Context: an optimization exercise on an open-source flow, tuned for small area. The choices shown serve that exercise and are no tape-out recipe. Where RTL was checked, it was by simulation tests only, not by an equivalence proof against the original. Power and IR drop assume default switching activity.

==> 11-09 <==
// grbl_stepper
module grbl_stepper (
    input  wire        clk,
    input  wire        rst,
    input  wire [5:0]  cfg_invert_mask,
    input  wire        cfg_invert_enable,
    input  wire [15:0] cfg_accel_period,
    input  wire [31:0] cfg_min_rate,
    input  wire        tick,
    input  wire        pulse_reset,
    input  wire        cmd_valid,
    input  wire [7:0]  cmd,
    input  wire [3:0]  seg_head,
    input  wire [2:0]  blk_head,
    output reg  [6:0]  mem_addr,
    input  wire [31:0] mem_rdata,
    output reg  [5:0]  pins,
    output reg         disable_line,
    output reg         tick_enabled,
    output reg  [1:0]  run_state,
    output reg         cycle_stop,
    output reg  [3:0]  fault,
    output reg  [3:0]  seg_tail,
    output reg  [2:0]  blk_tail,
    output reg  [31:0] pos_x,
    output reg  [31:0] pos_y,
    output reg  [31:0] pos_z
);
export LEC_CHECK = 0
export ABC_AREA = 1
export CAP_MARGIN = 20
export CORE_MARGIN = 2
export CORE_UTILIZATION = 40
export CTS_BUF_LIST = sky130_fd_sc_hd__clkbuf_2 sky130_fd_sc_hd__clkbuf_4
export SLEW_MARGIN = 20
create_clock -name core_clock -period 12.5 [get_ports {clk}]
run.sh (not shown) runs the stock make flow with config.mk's settings and CLKGATE_MAP_FILE= SYNTH_SCRIPT=/design/flow/synth_recipe.tcl, a recipe that flattens the netlist after the stock synthesis.
==> inputs of 03-23, as changes to 11-09 <==
--- a/flow/design.v
+++ b/flow/design.v
@@ -60,15 +60,15 @@
     reg        bad;            
     reg        flag;           
     wire cfg_bad = (cfg_accel_period < 16'd2) | cfg_min_rate[31];
     localparam A_ZERO = 3'd0, A_RATE = 3'd1, A_RING = 3'd2, A_MEM = 3'd3,
                A_AP = 3'd4, A_CNT = 3'd5;
     localparam B_ZERO = 3'd0, B_MEM = 3'd1, B_RATE = 3'd2, B_MIN = 3'd3,
                B_CNT = 3'd4, B_APH = 3'd5;
-    localparam O_SUM = 2'd0, O_B = 2'd1, O_HALF = 2'd2, O_A = 2'd3;
+    localparam O_SUM = 2'd0, O_B = 2'd1, O_HALF = 2'd2;
     reg [2:0] a_sel, b_sel;
     reg [1:0] o_sel;
     reg       sub_op;          
     reg       cin0;            
     reg       wr_ring, wr_rate, wr_cnt;
     reg [31:0] op_a, op_b;
     always @(*) begin
@@ -107,15 +107,14 @@
     wire [32:0] alu_s = {add_c[16], add_p ^ add_cb};
     wire        cout = alu_s[32];
     reg  [31:0] alu_out;
     always @(*) begin
         case (o_sel)
             O_B:     alu_out = op_b;
             O_HALF:  alu_out = {1'b0, op_a[31:1]};
-            O_A:     alu_out = op_a;
             default: alu_out = alu_s[31:0];
         endcase
     end
     function [6:0] blk_a(input [2:0] j, input [2:0] f);
         blk_a = {1'b1, j, f};
     endfunction
     wire [3:0] dat_base = cur_data + 4'd4;
@@ -182,17 +181,20 @@
                     3'd1, 3'd2, 3'd3, 3'd4: begin   
                         a_sel = A_RATE; o_sel = O_HALF;
                         wr_ring = (ph != 2'd0);
                         mem_addr = (sub == 3'd1) ? blk_a(blk_tail, 3'd1) :
                                    (sub == 3'd2) ? blk_a(blk_tail, 3'd2) :
                                    (sub == 3'd3) ? blk_a(blk_tail, 3'd4) : dat_init;
                     end
+                    3'd5: begin                
+                        o_sel = O_B; wr_rate = 1'b1;
+                    end
                     default: begin             
-                        a_sel = A_MEM; b_sel = B_MIN;
-                        o_sel = cout ? O_A : O_B; wr_rate = 1'b1;
+                        a_sel = A_RATE; b_sel = B_MIN; o_sel = O_B;
+                        wr_rate = ~cout;
                     end
                 endcase
             end
             ST_RAMP: begin
                 b_sel = B_ZERO;
                 if (accel_tick) begin
                     a_sel = A_AP; sub_op = 1'b0;
@@ -405,17 +407,18 @@
                     if (sub == 3'd5) begin
                         if (bad) begin
                             fault <= F_BAD_BLOCK;
                             state <= ST_IDLE;
                         end else begin
                             sf <= 3'b000;
                             staged <= 1'b1;
-                            state <= ST_RAMP;
                         end
                     end
+                    if (sub == 3'd6)
+                        state <= ST_RAMP;
                 end
                 ST_RAMP: begin
                     sub <= 3'd0;
                     state <= accel_tick ? ST_RATE : ST_WAIT;
                 end
                 ST_RATE: begin
                     case (sub)
==> flow/flow/run.sh (new file) <==
#!/bin/bash
# Standard ORFS layout with two changes: the port buffers are the smallest
# buffer cell (repair may still upsize them), and the clock tree is built
# from smaller clock buffers with larger sink clusters and no dummy loads.
set -euo pipefail
export BUFFER_PORTS_ARGS="-buffer_cell sky130_fd_sc_hd__buf_1"
export CTS_ARGS="-sink_clustering_enable -repair_clock_nets -buf_list {sky130_fd_sc_hd__clkbuf_4 sky130_fd_sc_hd__clkbuf_8} -sink_clustering_size 16 -sink_clustering_max_diameter 50 -dont_use_dummy_load"
bash standard.sh > standard.log 2>&1
==> flow/standard.sh (new file) <==
#!/bin/bash
# synth_recipe.tcl (not shown) runs the flow's synth.tcl, then flattens the netlist and writes it again
# the make line also repeats each setting of config.mk as NAME=value (left out here)
make -C /OpenROAD-flow-scripts/flow DESIGN_CONFIG=/design/flow/config.mk WORK_HOME=/design/flow/orfs CLKGATE_MAP_FILE= SYNTH_SCRIPT=/design/flow/synth_recipe.tcl "${@:-finish}"
==> flow/config.mk (replaced) <==
export PLATFORM = sky130hd
export DESIGN_NAME = grbl_stepper
export DESIGN_NICKNAME = grbl_stepper
export VERILOG_FILES = /design/flow/design.v
export SDC_FILE = /design/flow/constraint.sdc
export NUM_CORES = 4
export LEC_CHECK = 0
export CAP_MARGIN = 20
export CORE_MARGIN = 2
export CORE_UTILIZATION = 40
export SLEW_MARGIN = 20
removed: flow/run.sh
==> inputs of 08-04, as changes to 11-09 <==
--- a/flow/design.v
+++ b/flow/design.v
@@ -56,66 +56,43 @@
     reg [2:0]  sf;             
     reg        staged;
     reg        pulse_armed;
     reg        blk_tick;       
     reg        bad;            
     reg        flag;           
     wire cfg_bad = (cfg_accel_period < 16'd2) | cfg_min_rate[31];
-    localparam A_ZERO = 3'd0, A_RATE = 3'd1, A_RING = 3'd2, A_MEM = 3'd3,
-               A_AP = 3'd4, A_CNT = 3'd5;
-    localparam B_ZERO = 3'd0, B_MEM = 3'd1, B_RATE = 3'd2, B_MIN = 3'd3,
-               B_CNT = 3'd4, B_APH = 3'd5;
-    localparam O_SUM = 2'd0, O_B = 2'd1, O_HALF = 2'd2, O_A = 2'd3;
-    reg [2:0] a_sel, b_sel;
-    reg [1:0] o_sel;
+    localparam A_ZERO = 2'd0, A_RATE = 2'd1, A_RING = 2'd2, A_MEM = 2'd3;
+    localparam B_ZERO = 2'd0, B_MEM = 2'd1, B_RATE = 2'd2, B_MIN = 2'd3;
+    localparam O_SUM = 2'd0, O_B = 2'd1, O_HALF = 2'd2;
+    reg [1:0] a_sel, b_sel, o_sel;
     reg       sub_op;          
     reg       cin0;            
-    reg       wr_ring, wr_rate, wr_cnt;
+    reg       wr_ring, wr_rate;
     reg [31:0] op_a, op_b;
     always @(*) begin
         case (a_sel)
             A_RATE:  op_a = rate;
             A_RING:  op_a = r0;
             A_MEM:   op_a = mem_rdata;
-            A_AP:    op_a = {16'd0, cfg_accel_period};
-            A_CNT:   op_a = {16'd0, ramp_count};
             default: op_a = 32'd0;
         endcase
         case (b_sel)
             B_MEM:   op_b = mem_rdata;
             B_RATE:  op_b = rate;
             B_MIN:   op_b = cfg_min_rate;
-            B_CNT:   op_b = {16'd0, ramp_count};
-            B_APH:   op_b = {17'd0, cfg_accel_period[15:1]};
             default: op_b = 32'd0;
         endcase
     end
-    wire [31:0] add_b = op_b ^ {32{sub_op}};
-    wire [31:0] add_g = op_a & add_b;
-    wire [31:0] add_p = op_a ^ add_b;
-    wire [16:0] add_c;
-    wire [31:0] add_cb;
-    assign add_c[0] = sub_op & ~cin0;
-    genvar gi;
-    generate
-        for (gi = 0; gi < 16; gi = gi + 1) begin : g_add
-            assign add_cb[2*gi]   = add_c[gi];
-            assign add_cb[2*gi+1] = add_g[2*gi] | (add_p[2*gi] & add_c[gi]);
-            assign add_c[gi+1] = add_g[2*gi+1] | (add_p[2*gi+1] & add_g[2*gi]) |
-                                 (add_p[2*gi+1] & add_p[2*gi] & add_c[gi]);
-        end
-    endgenerate
-    wire [32:0] alu_s = {add_c[16], add_p ^ add_cb};
+    wire [32:0] alu_s = {1'b0, op_a} + {1'b0, op_b ^ {32{sub_op}}} + {32'd0, sub_op & ~cin0};
     wire        cout = alu_s[32];
     reg  [31:0] alu_out;
     always @(*) begin
         case (o_sel)
             O_B:     alu_out = op_b;
             O_HALF:  alu_out = {1'b0, op_a[31:1]};
-            O_A:     alu_out = op_a;
             default: alu_out = alu_s[31:0];
         endcase
     end
     function [6:0] blk_a(input [2:0] j, input [2:0] f);
         blk_a = {1'b1, j, f};
     endfunction
     wire [3:0] dat_base = cur_data + 4'd4;
@@ -123,87 +100,73 @@
     wire [6:0] dat_init  = {1'b0, dat_base, 2'd1};
     wire [6:0] dat_nom   = {1'b0, dat_base, 2'd2};
     wire [6:0] dat_delta = {1'b0, dat_base, 2'd3};
     wire [15:0] seg_w = mem_rdata[15:0];
     wire [3:0]  seg_fault = (seg_w[15:14] != 2'b00) ? F_RESERVED :
                             (seg_w[11:8] >= N)      ? F_BAD_INDEX :
                             (seg_w[7:0] == 8'd0)    ? F_ZERO_STEP : F_NONE;
+    wire [15:0] ap_half = {1'b0, cfg_accel_period[15:1]};
     wire [1:0]  ld_ramp_state = load_blk ? RAMP_ACCEL : ramp_state;
-    wire [1:0]  ap_ramp_state = seg_w[13] ? RAMP_DECEL : ld_ramp_state;
-    wire seg_ok = (run_state != RS_HOLD) && (seg_tail != seg_head) &&
-                  (seg_fault == F_NONE) && !(load_blk && blk_tail == blk_head);
+    wire [15:0] ld_ramp_count = load_blk ? ap_half : ramp_count;
+    reg  [1:0]  ap_ramp_state;
+    reg  [15:0] ap_ramp_count;
+    always @(*) begin
+        ap_ramp_state = ld_ramp_state;
+        ap_ramp_count = ld_ramp_count;
+        if (seg_w[13]) begin
+            if (ld_ramp_state == RAMP_CRUISE)
+                ap_ramp_count = ap_half;
+            else if (ld_ramp_state == RAMP_ACCEL)
+                ap_ramp_count = cfg_accel_period - ld_ramp_count;
+            ap_ramp_state = RAMP_DECEL;
+        end
+    end
     wire accel_tick = (ramp_state != RAMP_CRUISE) && (ramp_count[15:1] == 15'd0);
     wire is_accel = (ramp_state == RAMP_ACCEL);
     wire        do_init = rst | (cmd_valid && cmd == C_INIT && !cfg_bad);
     wire [31:0] pos_sel = (sub[1:0] == 2'd1) ? pos_x : (sub[1:0] == 2'd2) ? pos_y : pos_z;
     wire        pos_dir = (sub[1:0] == 2'd1) ? b_dir[0] : (sub[1:0] == 2'd2) ? b_dir[1] : b_dir[2];
-    wire [31:0] pos_q = pos_sel ^ {32{pos_dir}};
-    wire [32:0] pos_t;
-    assign pos_t[0] = 1'b1;
-    generate
-        for (gi = 0; gi < 32; gi = gi + 1) begin : g_pos
-            assign pos_t[gi+1] = pos_t[gi] & pos_q[gi];
-        end
-    endgenerate
-    wire [31:0] pos_nxt = pos_sel ^ pos_t[31:0];
+    wire [31:0] pos_nxt = pos_sel + {{31{pos_dir}}, 1'b1};
     wire [31:0] pos_d = pos_nxt & {32{~do_init}};
     wire        pos_step = (state == ST_STEP) && alu_s[31] && (fault == F_NONE);
     always @(posedge clk) begin
         if (do_init | (pos_step && sub == 3'd1)) pos_x <= pos_d;
         if (do_init | (pos_step && sub == 3'd2)) pos_y <= pos_d;
         if (do_init | (pos_step && sub == 3'd3)) pos_z <= pos_d;
     end
     wire [7:0] seg_steps_dec = segment_steps - 8'd1;
     wire [3:0] seg_tail_inc = (seg_tail == N - 1) ? 4'd0 : seg_tail + 4'd1;
     always @(*) begin
         a_sel = A_ZERO; b_sel = B_MEM; o_sel = O_SUM;
         sub_op = 1'b1; cin0 = 1'b0;
-        wr_ring = 1'b0; wr_rate = 1'b0; wr_cnt = 1'b0;
+        wr_ring = 1'b0; wr_rate = 1'b0;
         mem_addr = {3'b000, seg_tail};
         case (state)
-            ST_SEG: begin
-                mem_addr = blk_a(blk_tail, 3'd3);
-                a_sel = A_AP;
-                if (load_blk) begin
-                    if (seg_w[13]) b_sel = B_APH;
-                    else o_sel = O_HALF;
-                    wr_cnt = seg_ok;
-                end else if (seg_w[13]) begin
-                    if (ramp_state == RAMP_CRUISE) o_sel = O_HALF;
-                    else b_sel = B_CNT;
-                    wr_cnt = seg_ok && (ramp_state != RAMP_DECEL);
-                end
-            end
+            ST_SEG: mem_addr = blk_a(blk_tail, 3'd3);
             ST_BLK: begin
                 case (sub)
                     3'd0: begin                
                         o_sel = O_B; wr_rate = 1'b1;
                         mem_addr = blk_a(blk_tail, 3'd0);
                     end
                     3'd1, 3'd2, 3'd3, 3'd4: begin   
                         a_sel = A_RATE; o_sel = O_HALF;
                         wr_ring = (ph != 2'd0);
                         mem_addr = (sub == 3'd1) ? blk_a(blk_tail, 3'd1) :
                                    (sub == 3'd2) ? blk_a(blk_tail, 3'd2) :
                                    (sub == 3'd3) ? blk_a(blk_tail, 3'd4) : dat_init;
                     end
                     default: begin             
-                        a_sel = A_MEM; b_sel = B_MIN;
-                        o_sel = cout ? O_A : O_B; wr_rate = 1'b1;
+                        o_sel = O_B; wr_rate = 1'b1;
                     end
                 endcase
             end
             ST_RAMP: begin
-                b_sel = B_ZERO;
-                if (accel_tick) begin
-                    a_sel = A_AP; sub_op = 1'b0;
-                end else begin
-                    a_sel = A_CNT; cin0 = 1'b1;
-                end
-                wr_cnt = (ramp_state != RAMP_CRUISE);
+                a_sel = A_RATE; b_sel = B_MIN; o_sel = O_B;
+                wr_rate = ~cout;
                 mem_addr = accel_tick ? dat_delta : dat_dist;
             end
             ST_RATE: begin
                 a_sel = A_RATE;
                 case (sub)
                     3'd0: begin
                         sub_op = ~is_accel; cin0 = 1'b1;
@@ -254,16 +217,14 @@
         r1 <= r2;
         r2 <= r3;
         r3 <= wr_ring ? alu_out : r0;
     end
     always @(posedge clk) begin
         if (wr_rate)
             rate <= alu_out;
-        if (wr_cnt)
-            ramp_count <= alu_out[15:0];
     end
     wire tick_ok = tick && tick_enabled && (fault == F_NONE) && !pulse_armed &&
                    (state == ST_IDLE);
     task automatic init_regs;
         begin
             staged <= 1'b0;
             load_pend <= 1'b1; load_blk <= 1'b1;
@@ -380,14 +341,15 @@
                         state <= ST_IDLE;
                     end else begin
                         segment_steps <= seg_w[7:0];
                         cur_eob <= seg_w[12];
                         cur_decel <= seg_w[13];
                         cur_data <= seg_w[11:8];
                         ramp_state <= ap_ramp_state;
+                        ramp_count <= ap_ramp_count;
                         load_pend <= 1'b0;
                         load_blk <= 1'b0;
                         blk_tick <= load_blk;
                         sub <= 3'd0;
                         state <= load_blk ? ST_BLK : ST_RAMP;
                     end
                 end
@@ -410,14 +372,16 @@
                             sf <= 3'b000;
                             staged <= 1'b1;
                             state <= ST_RAMP;
                         end
                     end
                 end
                 ST_RAMP: begin
+                    if (ramp_state != RAMP_CRUISE)
+                        ramp_count <= accel_tick ? cfg_accel_period : ramp_count - 16'd1;
                     sub <= 3'd0;
                     state <= accel_tick ? ST_RATE : ST_WAIT;
                 end
                 ST_RATE: begin
                     case (sub)
                         3'd0: flag <= cout;
                         3'd1: if (is_accel && (cout | flag)) ramp_state <= RAMP_CRUISE;
==> flow/config.mk (replaced) <==
export PLATFORM = sky130hd
export DESIGN_NAME = grbl_stepper
export DESIGN_NICKNAME = grbl_stepper
export VERILOG_FILES = /design/flow/design.v
export SDC_FILE = /design/flow/constraint.sdc
export NUM_CORES = 4
export LEC_CHECK = 0
export CAP_MARGIN = 20
export CORE_MARGIN = 2
export CORE_UTILIZATION = 40
export SLEW_MARGIN = 20
==> metrics.yaml <==
outcome:
  outcome: "complete, no violations"
cells_and_area:
  fillerInstances: 4038
  clk_share: 0.02730
  drive_gt1_frac: 0.07851
routing:
  first_iter_violations: 1521
global_routing:
  antenna_found_initial: 1
synth:
  synth.avg_cell_area_um2: 10.26
  ys_seq_area_frac: 0.4900
worst_hold_path:
  whs_endpoint: "r1[26]"
worst_setup_path:
  cpPeakStageDelay_ps: 760
pwr:
  pwr-share-clk: 0.316
Source of the figures above: 03-23

==> metrics.yaml <==
routing:
  first_iter_violations: 1358
pwr:
  pwr-share-clk: 0.425
cells_and_area:
  clk_share: 0.05606
  fillerInstances: 4293
  drive_gt1_frac: 0.1077
outcome:
  outcome: "complete, no violations"
worst_hold_path:
  whs_endpoint: "r2[12]"
Source of the figures above: 11-09

==> metrics.yaml <==
worst_setup_path:
  cpPeakStageDelay_ps: 740
global_routing:
  antenna_found_initial: 3
outcome:
  outcome: "complete, no violations"
cells_and_area:
  drive_gt1_frac: 0.06402
pwr:
  pwr-share-clk: 0.415
routing:
  first_iter_violations: 1511
Source of the figures above: 08-04

No functional check of the RTL was part of 11-09.

## afterwards: timing with drivers on the ports
No port has a modelled driver above. Below, the same layouts with a new extraction and two added sets of constraints.
Step 1, drivers: a clkbuf_16 drives clk and a buf_2 each remaining input, both assumed.
Step 2, shift: input delay + t, output delay - t, t = (earliest + latest rising clock arrival at the registers) / 2. This alone moves slack from input paths to output paths.
a / b / c = ideal / step 1 / step 2; a / b = the first two.
run | t, ns | setup WS [ns] | hold WS [ns] | latest minus earliest clock arrival (ns) | worst register clock-pin slew, ns
11-09 | 0.824 | 3.013 / 2.998 / 2.175 | 0.305 / 0.305 / 0.305 | 0.054 / 0.055 | 0.08 / 0.08
03-23 | 0.638 | 3.278 / 3.305 / 2.667 | 0.311 / 0.311 / 0.311 | 0.103 / 0.103 | 0.10 / 0.10
08-04 | 0.609 | 5.137 / 5.137 / 4.665 | 0.322 / 0.322 / 0.322 | 0.025 / 0.024 | 0.07 / 0.07
After both steps every run listed still meets setup and hold. For 11-09, which loses most, drivers alone change the setup slack by -0.015 ns; drivers and shift together by -0.838 ns.
